What follows belongs to an exercise in optimizing a design on an open flow for small area, a short achievable clock period and few clock cycles; a production flow would make more cautious choices.
The RTL was checked by simulation tests, not by an equivalence proof against the original design.
Power figures rest on the tool's default switching activity, not on a simulated workload.

## the reference run
// ctr_drbg
module ctr_drbg (
  input              clk,
  input              rst,
  input              cmd_valid,
  output             cmd_ready,
  input       [31:0] cmd_data,
  input              cmd_last,
  output             rsp_valid,
  input              rsp_ready,
  output      [2:0]  rsp_status,
  output      [31:0] rsp_data,
  output             rsp_last,
  output             cph_req_valid,
  input              cph_req_ready,
  output             cph_req_op,
  output [127:0]     cph_req_key,
  output [127:0]     cph_req_blk,
  input              cph_rsp_valid,
  input              cph_rsp_err,
  input  [127:0]     cph_rsp_data
);
For scale: ~2,300 flip-flops.
==> flow/config.mk <==
export PLATFORM = sky130hd
export DESIGN_NAME = ctr_drbg
export DESIGN_NICKNAME = ctr_drbg
export VERILOG_FILES = /design/flow/design.v
export SDC_FILE = /design/flow/constraint.sdc
export NUM_CORES = 4
export LEC_CHECK = 0
export CAP_MARGIN = 30
export CORE_MARGIN = 2
export CORE_UTILIZATION = 55
export SETUP_SLACK_MARGIN = 5
export SLEW_MARGIN = 40
==> flow/constraint.sdc <==
create_clock -name core_clock -period 10.0 [get_ports {clk}]
set_input_delay 2.0000 -clock core_clock [delete_from_list [all_inputs] [get_ports {clk}]]
set_output_delay 2.0000 -clock core_clock [all_outputs]
set_load 0.01 [all_outputs]
run.sh (not shown) runs the stock make flow with config.mk's settings and CLKGATE_MAP_FILE= SYNTH_SCRIPT=/design/flow/synth_recipe.tcl, a recipe that flattens the netlist after the stock synthesis.
Testbench counts of the reference run, summed over its fixed seeds: cycles 13,520.
What the trial run does differently from the reference run at the input level:
--- a/flow/design.v
+++ b/flow/design.v
@@ -177,19 +177,18 @@
   reg  [1:0]   xs;        
   reg          pm;        
   reg          fm;        
   wire [127:0] xsrc = (s_xs == 2'd0) ? cv0 : (s_xs == 2'd1) ? cv1 : cph_rsp_data;
   wire [127:0] xval = xsrc ^ (s_pm ? pb : 128'd0);
   wire [127:0] fwdk = cph_rsp_data ^ (s_fm ? cv1 : 128'd0);
   wire        dfon  = df_op && !xab;
   wire        fw    = (lsum[33:3] == 31'd0) && !(lsum[2] && lsum[1:0] != 2'd0);    
   wire        fw4   = fw && (lsum[2:0] == 3'd4);
-  wire        more8 = (fst == F_DATA) && (lsum[33:4] != 30'd0 || (lsum[3] && lsum[2:0] != 3'd0));
   wire [31:0] dword = !fw ? cmd_data :
                       (lsum[2:0] == 3'd1) ? {cmd_data[31:24], 8'h80, 16'd0} :
                       (lsum[2:0] == 3'd2) ? {cmd_data[31:16], 8'h80, 8'd0} :
                       (lsum[2:0] == 3'd3) ? {cmd_data[31:8], 8'h80} : cmd_data;
   wire [127:0] oslot = rbeat[2] ? cv1 : cv0;
   wire [31:0]  oword = oslot[127 - 32*rbeat[1:0] -: 32];
   wire         olast = (rbeat == nbeat);
   wire [31:0]  omask = !olast ? 32'hFFFFFFFF :
                        (rlb == 2'd0) ? 32'hFF000000 :
@@ -751,19 +750,21 @@
     end
     xstart_nx = (xst_n == X_IDLE) && hnew_n;
     st_nx     = xstart_nx ? first_state(h_op_n, h_ai_n) : xst_n;
     req_nx    = xstart_nx ? req_m1_n : x_req_n;
     sel_nx    = selfn(st_nx, kv_n, zv_n, c0v_n, c1v_n, gk_n, pk_n, x_n_n,
                       {1'b0, req_nx[5:4]} + 3'd2);
     cmd_rdy_n = (fst_n == F_HDR) || (fst_n == F_LEN) || (fst_n == F_DRAIN) ||
                 (fst_n == F_DATA && (!(df_op && !xab_n) ||
                                      (!pbres_n && (fx_n || xst_n == X_IDLE) &&
-                                      (!blk_rdy_n || (!sk_v_n && !pad_pend_n && more8)))));
+                                      (!blk_rdy_n || (!sk_v_n && !pad_pend_n &&
+                                                      (lsum_n[33:3] != 31'd0) &&
+                                                      !(lsum_n[33:2] == 32'd1 && lsum_n[1:0] == 2'd0))))));
   end
   always @(posedge clk) begin
     rk0 <= rk1; rk1 <= rk2; rk2 <= rk3;
     rv0 <= rv1; rv1 <= rv2; rv2 <= rv3;
     rk3 <= (rw && cwk) ? (czero ? 128'd0 : t1r) : rk0;
     rv3 <= (rw && cwv) ? (czero ? 128'd0 : t2r) : rv0;
     h_op <= h_op_n; h_ai <= h_ai_n; h_ok <= h_ok_n; h_sidx <= h_sidx_n; lcnt <= lcnt_n;
     lsum <= lsum_n; req_m1 <= req_m1_n; req_bad <= req_bad_n; addl_bad <= addl_bad_n;
     bad <= bad_n; nk <= nk_n; lastlen <= lastlen_n; pst <= pst_n;
### Flow results
Per the final summary, the trial run finished and its layout is clean on timing, DRC and antenna.
The reference run → the trial run: worst-case setup slack after placement rose 0.15 ns, power drawn by the combinational cells rose by about 22%, setup slack has decreased, combinational share of power +4.6 points.
In the trial run relative to the reference run, power density of the placed cells had gone up by a few percent.
Cmp the trial run and the reference run / total of cells resized after clock tree synthesis / higher: the trial run
Taking the reference run as the reference, in the trial run horizontal die dimension has increased; critical path depth has increased.
Re maximum vdd ir drop: the trial run and the reference run aren't equal, and the higher value belongs to the reference run.
When the trial run is set beside the reference run, its portion of total power attributed to sequential cells turns out to be 3.2 points smaller.
Comparing the trial run and the reference run, the lower length of routed wiring on met1 was measured on the reference run.
| floorplan row count | the trial run vs the reference run | 1 higher |
In the trial run the power share of the clock group turned out 1.4 points lower than in the reference run.
Testbench counts of the trial run, summed over its fixed seeds: cycles 13,520.

Starting RTL as in the previous note.
make LEC_CHECK=0 CAP_MARGIN=30 CORE_MARGIN=2 CORE_UTILIZATION=40 SETUP_SLACK_MARGIN=5 SLEW_MARGIN=40 finish   # period 10.0 ns
The baseline passed the timing, design-rule and antenna checks.
Testbench counts at the start, summed over its fixed seeds: cycles 13,520.
Then changed:
--- a/flow/design.v
+++ b/flow/design.v
@@ -175,23 +175,22 @@
   end
   wire [127:0] asum = abv + {125'd0, s_ainc};
   reg  [1:0]   xs;        
   reg          pm;        
   reg          fm;        
   wire [127:0] xsrc = (s_xs == 2'd0) ? cv0 : (s_xs == 2'd1) ? cv1 : cph_rsp_data;
   wire [127:0] xval = xsrc ^ (s_pm ? pb : 128'd0);
   wire [127:0] fwdk = cph_rsp_data ^ (s_fm ? cv1 : 128'd0);
   wire        dfon  = df_op && !xab;
   wire        fw    = (lsum[33:3] == 31'd0) && !(lsum[2] && lsum[1:0] != 2'd0);    
   wire        fw4   = fw && (lsum[2:0] == 3'd4);
-  wire        more8 = (fst == F_DATA) && (lsum[33:4] != 30'd0 || (lsum[3] && lsum[2:0] != 3'd0));
   wire [31:0] dword = !fw ? cmd_data :
                       (lsum[2:0] == 3'd1) ? {cmd_data[31:24], 8'h80, 16'd0} :
                       (lsum[2:0] == 3'd2) ? {cmd_data[31:16], 8'h80, 8'd0} :
                       (lsum[2:0] == 3'd3) ? {cmd_data[31:8], 8'h80} : cmd_data;
   wire [127:0] oslot = rbeat[2] ? cv1 : cv0;
   wire [31:0]  oword = oslot[127 - 32*rbeat[1:0] -: 32];
   wire         olast = (rbeat == nbeat);
   wire [31:0]  omask = !olast ? 32'hFFFFFFFF :
                        (rlb == 2'd0) ? 32'hFF000000 :
                        (rlb == 2'd1) ? 32'hFFFF0000 :
                        (rlb == 2'd2) ? 32'hFFFFFF00 : 32'hFFFFFFFF;
@@ -749,23 +748,25 @@
       x_op_n = h_op_n; x_ai_n = h_ai_n; x_sidx_n = h_sidx_n; x_req_n = req_m1_n; x_nk_n = nk_n;
       x_pstv_n = pst_v_n; x_pst_n = pst_n; x_bad_n = bad_n; x_fdone_n = (fst_n == F_DONE || fst_n == F_HDR);
     end
     xstart_nx = (xst_n == X_IDLE) && hnew_n;
     st_nx     = xstart_nx ? first_state(h_op_n, h_ai_n) : xst_n;
     req_nx    = xstart_nx ? req_m1_n : x_req_n;
     sel_nx    = selfn(st_nx, kv_n, zv_n, c0v_n, c1v_n, gk_n, pk_n, x_n_n,
                       {1'b0, req_nx[5:4]} + 3'd2);
     cmd_rdy_n = (fst_n == F_HDR) || (fst_n == F_LEN) || (fst_n == F_DRAIN) ||
                 (fst_n == F_DATA && (!(df_op && !xab_n) ||
                                      (!pbres_n && (fx_n || xst_n == X_IDLE) &&
-                                      (!blk_rdy_n || (!sk_v_n && !pad_pend_n && more8)))));
+                                      (!blk_rdy_n || (!sk_v_n && !pad_pend_n &&
+                                                      (lsum_n[33:3] != 31'd0) &&
+                                                      !(lsum_n[33:2] == 32'd1 && lsum_n[1:0] == 2'd0))))));
   end
   always @(posedge clk) begin
     rk0 <= rk1; rk1 <= rk2; rk2 <= rk3;
     rv0 <= rv1; rv1 <= rv2; rv2 <= rv3;
     rk3 <= (rw && cwk) ? (czero ? 128'd0 : t1r) : rk0;
     rv3 <= (rw && cwv) ? (czero ? 128'd0 : t2r) : rv0;
     h_op <= h_op_n; h_ai <= h_ai_n; h_ok <= h_ok_n; h_sidx <= h_sidx_n; lcnt <= lcnt_n;
     lsum <= lsum_n; req_m1 <= req_m1_n; req_bad <= req_bad_n; addl_bad <= addl_bad_n;
     bad <= bad_n; nk <= nk_n; lastlen <= lastlen_n; pst <= pst_n;
     pb <= pb_n; widx <= widx_n; dfi <= dfi_n; blk_rdy <= blk_rdy_n; fin <= fin_n;
     pad_pend <= pad_pend_n; xab <= xab_n; sk_v <= sk_v_n; sk_d <= sk_d_n;
What happened: Routed wire length increases by 4.8%. Flip-flop and latch count is unchanged. Clock skew is lower by 0.0047 ns. Setup slack is worse by 0.11 ns. Critical path depth fell by 5. Global-route usage climbs by 1.4 points. Cell count climbs by 1.6%. Core utilization climbs by 0.37 points. Area after synthesis is higher by 0.90%. Non-clock buffer count rises by 52.
Testbench counts after the change, summed over its fixed seeds: cycles 13,520.

## afterwards: timing with drivers on the ports
In the flow no input, the clock included, has a driving cell. The finished layouts below were timed again as built, in two steps. Step 1 sets driving cells, clkbuf_16 on the clock port and buf_2 on the other inputs (assumed; they add their load-dependent delay and slew). Step 2 moves the port delays by t, midway between the first and last clock arrival at a register: inputs arrive t later, outputs are due t later. That takes back most of the time a late clock gives input paths. Slacks: no drivers / after step 1 / after step 2; pairs: no drivers / after step 1.
| run | t (ns) | setup WS [ns] | hold WS [ns] | clock arrival spread, ns | worst slew at a driven data input, ns |
|---|---|---|---|---|---|
| the reference run | 1.002 | 4.941 / 4.941 / 4.162 | 0.296 / 0.296 / 0.296 | 0.061 / 0.061 | 0.19 |
| the trial run | 0.990 | 4.842 / 4.842 / 3.964 | 0.251 / 0.251 / 0.251 | 0.097 / 0.098 | 0.18 |
| the first run of note 2 | 0.953 | 4.812 / 4.812 / 4.210 | 0.294 / 0.294 / 0.294 | 0.074 / 0.074 | 0.21 |
| the second run of note 2 | 0.955 | 4.703 / 4.693 / 3.738 | 0.280 / 0.280 / 0.280 | 0.083 / 0.083 | 0.21 |
After both steps every run listed still meets setup and hold. The setup slack of the second run of note 2, which loses most, moves by -0.010 ns with the drivers and by -0.965 ns with both steps.
